Source: an optimization exercise on an open RTL-to-GDS flow (aim: small area, a short achievable clock period and few clock cycles). Production flows keep margins and buffers that such runs may drop.
The RTL was checked by simulation tests, not by an equivalence proof against the original design.
No activity file was given, so power comes from the tool's default toggle rates.

## old
==> flow/design.v (excerpt) <==
module dab_fv (
    input  wire        clk,
    input  wire        rst,           
    input  wire        req_valid,
    output wire        req_ready,
    input  wire [31:0] req_cw,
    input  wire [63:0] req_opa,
    input  wire [63:0] req_opb,
    output reg         rsp_valid,
    output reg  [3:0]  rsp_status,
    output reg  [63:0] rsp_res
);
For scale: roughly 10000 cells after synthesis, roughly 2400 flip-flops, roughly 230 I/O pins, roughly 120000 µm² of cells after synthesis.
export LEC_CHECK = 0
export CAP_MARGIN = 30
export CELL_PAD_IN_SITES_DETAIL_PLACEMENT = 1
export CELL_PAD_IN_SITES_GLOBAL_PLACEMENT = 2
export CORE_MARGIN = 2
export CORE_UTILIZATION = 20
export PLACE_DENSITY = 0.45
export SLEW_MARGIN = 40
create_clock -name core_clock -period 12.0 [get_ports {clk}]
run.sh (not shown) runs the stock make flow with config.mk's settings and CLKGATE_MAP_FILE= SYNTH_SCRIPT=/design/flow/synth_recipe.tcl, a recipe that flattens the netlist after the stock synthesis.
In summary, old completed successfully, with a layout that passed the timing, design-rule and antenna checks.
Testbench counts of old, summed over its fixed seeds: cycles 4,569.
Edits applied to the flow inputs when going from old to new:
==> flow/flow/run.sh (new file) <==
#!/bin/bash
set -euo pipefail
bash standard.sh SETUP_SLACK_MARGIN=7.5 finish > layout.log 2>&1
==> flow/standard.sh (new file) <==
#!/bin/bash
# synth_recipe.tcl (not shown) runs the flow's synth.tcl, then flattens the netlist and writes it again
# the make line also repeats each setting of config.mk as NAME=value (left out here)
make -C /OpenROAD-flow-scripts/flow DESIGN_CONFIG=/design/flow/config.mk WORK_HOME=/design/flow/orfs CLKGATE_MAP_FILE= SYNTH_SCRIPT=/design/flow/synth_recipe.tcl "${@:-finish}"
removed: flow/run.sh
--- outcome ---
- Compared with old, in new overall power of the completed layout held; slew at the pin closest to its max-slew limit went down 0.062 ns; detail-routed net length per standard cell held.
- Status: count of clock tree sinks parity (new, old)
- Between old and new, the relative area of clock buffers and inverters in the final design figures differ only marginally.
- Fmax for new is higher than for old.
- Relative to old, clock latency at the later pin of the worst-skew pair increased by 0.04 ns in new.
- The run showing the greater met2 track demand over resource in global routing is new.

---

== run 1 ==
Another version of the RTL of dab_fv (not shown whole).
Size in the first run: roughly 8700 cells after synthesis, ~2400 flip-flops, ~110000 um^2 of cells after synthesis.
Settings: LEC_CHECK=0, CAP_MARGIN=30, CELL_PAD_IN_SITES_DETAIL_PLACEMENT=1, CELL_PAD_IN_SITES_GLOBAL_PLACEMENT=2, CORE_MARGIN=2, CORE_UTILIZATION=20, CTS_CLUSTER_DIAMETER=100, CTS_CLUSTER_SIZE=20, PLACE_DENSITY=0.45, SLEW_MARGIN=40; clock period 12.0 ns.
standard.sh (not shown) runs the stock make flow with config.mk's settings and CLKGATE_MAP_FILE= SYNTH_SCRIPT=/design/flow/synth_recipe.tcl, a recipe that flattens the netlist after the stock synthesis.
==> flow/flow/run.sh <==
#!/bin/bash
set -euo pipefail
bash standard.sh SETUP_SLACK_MARGIN=9 finish > layout.log 2>&1
Testbench counts of run 1, summed over its fixed seeds: cycles 4,569.
Here is what was changed in the inputs of run 2 compared with run 1.
==> flow/flow/run.sh <==
#!/bin/bash
set -euo pipefail
bash standard.sh SETUP_SLACK_MARGIN=8.5 finish > layout.log 2>&1
Taking run 1 as the reference point, the maximum frequency of run 2 rises by 0.93%.
On final max-slew violation count, run 1 and run 2 are neck and neck.
There was hardly any difference in area taken by flip-flops and latches between run 2 and run 1.
Count of fill cells added during filler insertion (lower): run 1
[compare] base=run 1 new=run 2: worst setup slack after layout went up by 0.038 ns; final area went down by 8700 um^2; routed wire length went down by 3.1%; core utilization went down by 1.6 points.
Looking only at post-placement setup slack, and setting everything else aside, the higher value of run 1 and run 2 goes to run 1.
Of run 2 and run 1, it is run 2 that has the lower combinational power.
Taking run 1 as the reference point, the count of clock-buffer cells in the layout of run 2 rises by 11.
The inputs of run 3 differ from those of run 2 as listed below.
==> flow/flow/run.sh <==
#!/bin/bash
set -euo pipefail
bash standard.sh SETUP_SLACK_MARGIN=8 finish > layout.log 2>&1
Results
- Status: register cell area after layout parity (run 2, run 3)
- Lower final non-filler cell area was reported by run 3, not run 2.
- Against run 2, length in cells of the worst reg-to-reg path in run 3 fell by a little under 10%.
- Delta (run 3 minus run 2): wire length per cell after detailed routing roughly the same; routed wire length went down; post-route worst hold slack now sits lower; number of setup violations in the final report held.
Edits applied to the flow inputs when going from run 3 to run 4:
==> flow/flow/run.sh <==
#!/bin/bash
set -euo pipefail
bash standard.sh SETUP_SLACK_MARGIN=7.5 finish > layout.log 2>&1
Run 3 ended up with rdy as its capturing element of the worst setup path; run 4 ended up with p_res[1].
Per the comparison of run 4 with run 3, area of all placed cells without fillers -about 1.4%, final-stage net count -89, met1 routing resource usage after global routing -0.18 points.
Between run 3 and run 4, the wire length of the first global-routing pass is lower for run 4.

---

## garnet
Another version of the RTL of dab_fv (not shown whole).
Size: about 2400 flip-flops, roughly 230 I/O pins.
export LEC_CHECK = 0
export CAP_MARGIN = 30
export CELL_PAD_IN_SITES_DETAIL_PLACEMENT = 1
export CELL_PAD_IN_SITES_GLOBAL_PLACEMENT = 2
export CORE_MARGIN = 2
export CORE_UTILIZATION = 20
export CTS_CLUSTER_DIAMETER = 100
export CTS_CLUSTER_SIZE = 20
export PLACE_DENSITY = 0.45
export SLEW_MARGIN = 40
create_clock -name core_clock -period 12.0 [get_ports {clk}]
==> flow/flow/run.sh <==
#!/bin/bash
set -euo pipefail
bash standard.sh SETUP_SLACK_MARGIN=7.75 finish > layout.log 2>&1
Testbench counts of garnet, summed over its fixed seeds: cycles 4,569.
Relative to garnet, the following input files were edited for nickel:
==> flow/flow/run.sh <==
#!/bin/bash
set -euo pipefail
bash standard.sh SETUP_SLACK_MARGIN=8 finish > layout.log 2>&1
Findings:
- Sort nickel and garnet by number of violations reported at the end of detailed-routing iteration 0 desc -> top: nickel
- From garnet to nickel, core area did not move at all.
- The lower sequential cell area share of nickel and garnet is in nickel.
- The wire length of nickel exceeds that of garnet by about 1.1%.
- Share of power burned in combinational logic is higher on nickel
- From garnet to nickel the numbers moved as follows: final worst-path cycle share lower; signed area change from the synthesized netlist to the final layout higher.
- | hold slack | lower: garnet |
- Compared with garnet, nickel ends up with a larger final cell area.
- Total clock buffers created by CTS ends up higher on garnet.

---

== lagoon ==
dab_fv, a different RTL version from the one above (not shown whole).
Size in the first run: roughly 2200 flip-flops, ~230 I/O pins, roughly 0.11 sq mm of cells after synthesis.
==> flow/config.mk <==
export PLATFORM = sky130hd
export DESIGN_NAME = dab_fv
export DESIGN_NICKNAME = dab_fv
export VERILOG_FILES = /design/flow/design.v
export SDC_FILE = /design/flow/constraint.sdc
export NUM_CORES = 4
export LEC_CHECK = 0
export CAP_MARGIN = 30
export CELL_PAD_IN_SITES_DETAIL_PLACEMENT = 1
export CELL_PAD_IN_SITES_GLOBAL_PLACEMENT = 2
export CORE_MARGIN = 2
export CORE_UTILIZATION = 20
export PLACE_DENSITY = 0.45
export SLEW_MARGIN = 40
==> flow/constraint.sdc <==
create_clock -name core_clock -period 12.0 [get_ports {clk}]
set_input_delay 2.4000 -clock core_clock [delete_from_list [all_inputs] [get_ports {clk}]]
set_output_delay 2.4000 -clock core_clock [all_outputs]
set_load 0.01 [all_outputs]
run.sh (not shown) runs the stock make flow with config.mk's settings and CLKGATE_MAP_FILE= SYNTH_SCRIPT=/design/flow/synth_recipe.tcl, a recipe that flattens the netlist after the stock synthesis.
Stock flow here: none of the scripts above is used.
lagoon: flow completed, timing, DRC and antenna clean
Testbench counts of lagoon, summed over its fixed seeds: cycles 4,561.
Relative to lagoon, the following input files were edited for sierra:
Settings: a change of CELL_PAD_IN_SITES_DETAIL_PLACEMENT from 1 to 0; a change of CAP_MARGIN from 30 to 20; a change of CORE_UTILIZATION from 20 to 45; a change of SLEW_MARGIN from 40 to 20; a change of PLACE_DENSITY from 0.45 to 0.65; a change of CELL_PAD_IN_SITES_GLOBAL_PLACEMENT from 2 to 1.
Notes after the runs:
- sierra: PASS, flow complete, no timing, DRC or antenna violations
- Against lagoon, sierra reports a number of buffers and inverters on the critical path that is higher.
- Comparing sierra and lagoon, total wire length is lower on sierra.
- For lagoon, the cell with the largest stage delay on the worst path was sky130_fd_sc_hd__nand3_4, unlike sierra, where it was sky130_fd_sc_hd__dfxtp_1.
- Total power in sierra vs lagoon: down 2.7 mW

---

07-28:
Another version of the RTL of dab_fv (not shown whole).
For scale: roughly 8700 cells after synthesis, ~2400 flip-flops.
Settings: LEC_CHECK=0, CAP_MARGIN=30, CELL_PAD_IN_SITES_DETAIL_PLACEMENT=1, CELL_PAD_IN_SITES_GLOBAL_PLACEMENT=2, CORE_MARGIN=2, CORE_UTILIZATION=30, CTS_CLUSTER_DIAMETER=100, CTS_CLUSTER_SIZE=20, PLACE_DENSITY=0.5, SLEW_MARGIN=40; clock period 12.0 ns.
standard.sh (not shown) runs the stock make flow with config.mk's settings and CLKGATE_MAP_FILE= SYNTH_SCRIPT=/design/flow/synth_recipe.tcl, a recipe that flattens the netlist after the stock synthesis.
==> flow/flow/run.sh <==
#!/bin/bash
set -euo pipefail
bash standard.sh SETUP_SLACK_MARGIN=7.5 finish > layout.log 2>&1
Testbench counts of 07-28, summed over its fixed seeds: cycles 4,569.
diff inputs: 07-28 => 11-05
--- a/flow/config.mk
+++ b/flow/config.mk
@@ -10,7 +10,7 @@
 export CELL_PAD_IN_SITES_GLOBAL_PLACEMENT = 2
 export CORE_MARGIN = 2
-export CORE_UTILIZATION = 30
+export CORE_UTILIZATION = 20
 export CTS_CLUSTER_DIAMETER = 100
 export CTS_CLUSTER_SIZE = 20
-export PLACE_DENSITY = 0.5
+export PLACE_DENSITY = 0.45
 export SLEW_MARGIN = 40
### Flow results
- Summary of 11-05 over 07-28: design area picked up an extra 2500 µm², biggest fanout along the worst timing path picked up an extra 1, final worst-path setup slack shrank by 3.4 ps, global-route usage lower.
- Re met3 track demand over resource in global routing: 11-05 is 1.9 points down on 07-28.

what the ideal ports hide:
The results above use ideal ports. As a check the final layouts listed here were re-extracted and re-timed, cells and wires unchanged.
Step 1, drivers: a clkbuf_16 drives clk and a buf_2 each remaining input, both assumed.
Step 2 also shifts input and output timing later by t, the mid clock arrival at the registers, as if the neighbouring blocks saw the same clock.
Three values: ideal, step 1, step 2; two values: the first two.
| run | shift t [ns] | setup WS [ns] | slew at the worst register clock pin (ns) | worst slew at a driven data input, ns |
|---|---|---|---|---|
| old | 1.095 | 6.341 / 6.438 / 5.343 | 0.07 / 0.07 | 0.13 |
| new | 1.119 | 7.354 / 7.354 / 6.255 | 0.07 / 0.07 | 0.17 |
| run 1 | 1.047 | 7.853 / 7.950 / 6.902 | 0.11 / 0.11 | 0.10 |
| run 2 | 1.035 | 7.891 / 7.980 / 6.945 | 0.10 / 0.10 | 0.10 |
| run 3 | 1.028 | 7.878 / 7.949 / 6.921 | 0.10 / 0.10 | 0.07 |
| run 4 | 1.042 | 7.511 / 7.511 / 6.688 | 0.10 / 0.10 | 0.07 |
| garnet | 1.031 | 7.635 / 7.707 / 6.688 | 0.10 / 0.10 | 0.07 |
| nickel | 1.052 | 7.681 / 7.681 / 6.783 | 0.10 / 0.10 | 0.07 |
| lagoon | 1.083 | 5.922 / 5.922 / 5.922 | 0.07 / 0.07 | 0.09 |
| sierra | 0.990 | 5.141 / 5.141 / 5.141 | 0.07 / 0.07 | 0.07 |
| 07-28 | 1.006 | 7.362 / 7.416 / 6.410 | 0.10 / 0.10 | 0.14 |
| 11-05 | 1.054 | 7.358 / 7.445 / 6.391 | 0.10 / 0.10 | 0.11 |
After both steps setup and hold are still met in every run listed. The setup slack of new, which loses most, moves by 0.000 ns with the drivers and by -1.099 ns with both steps.
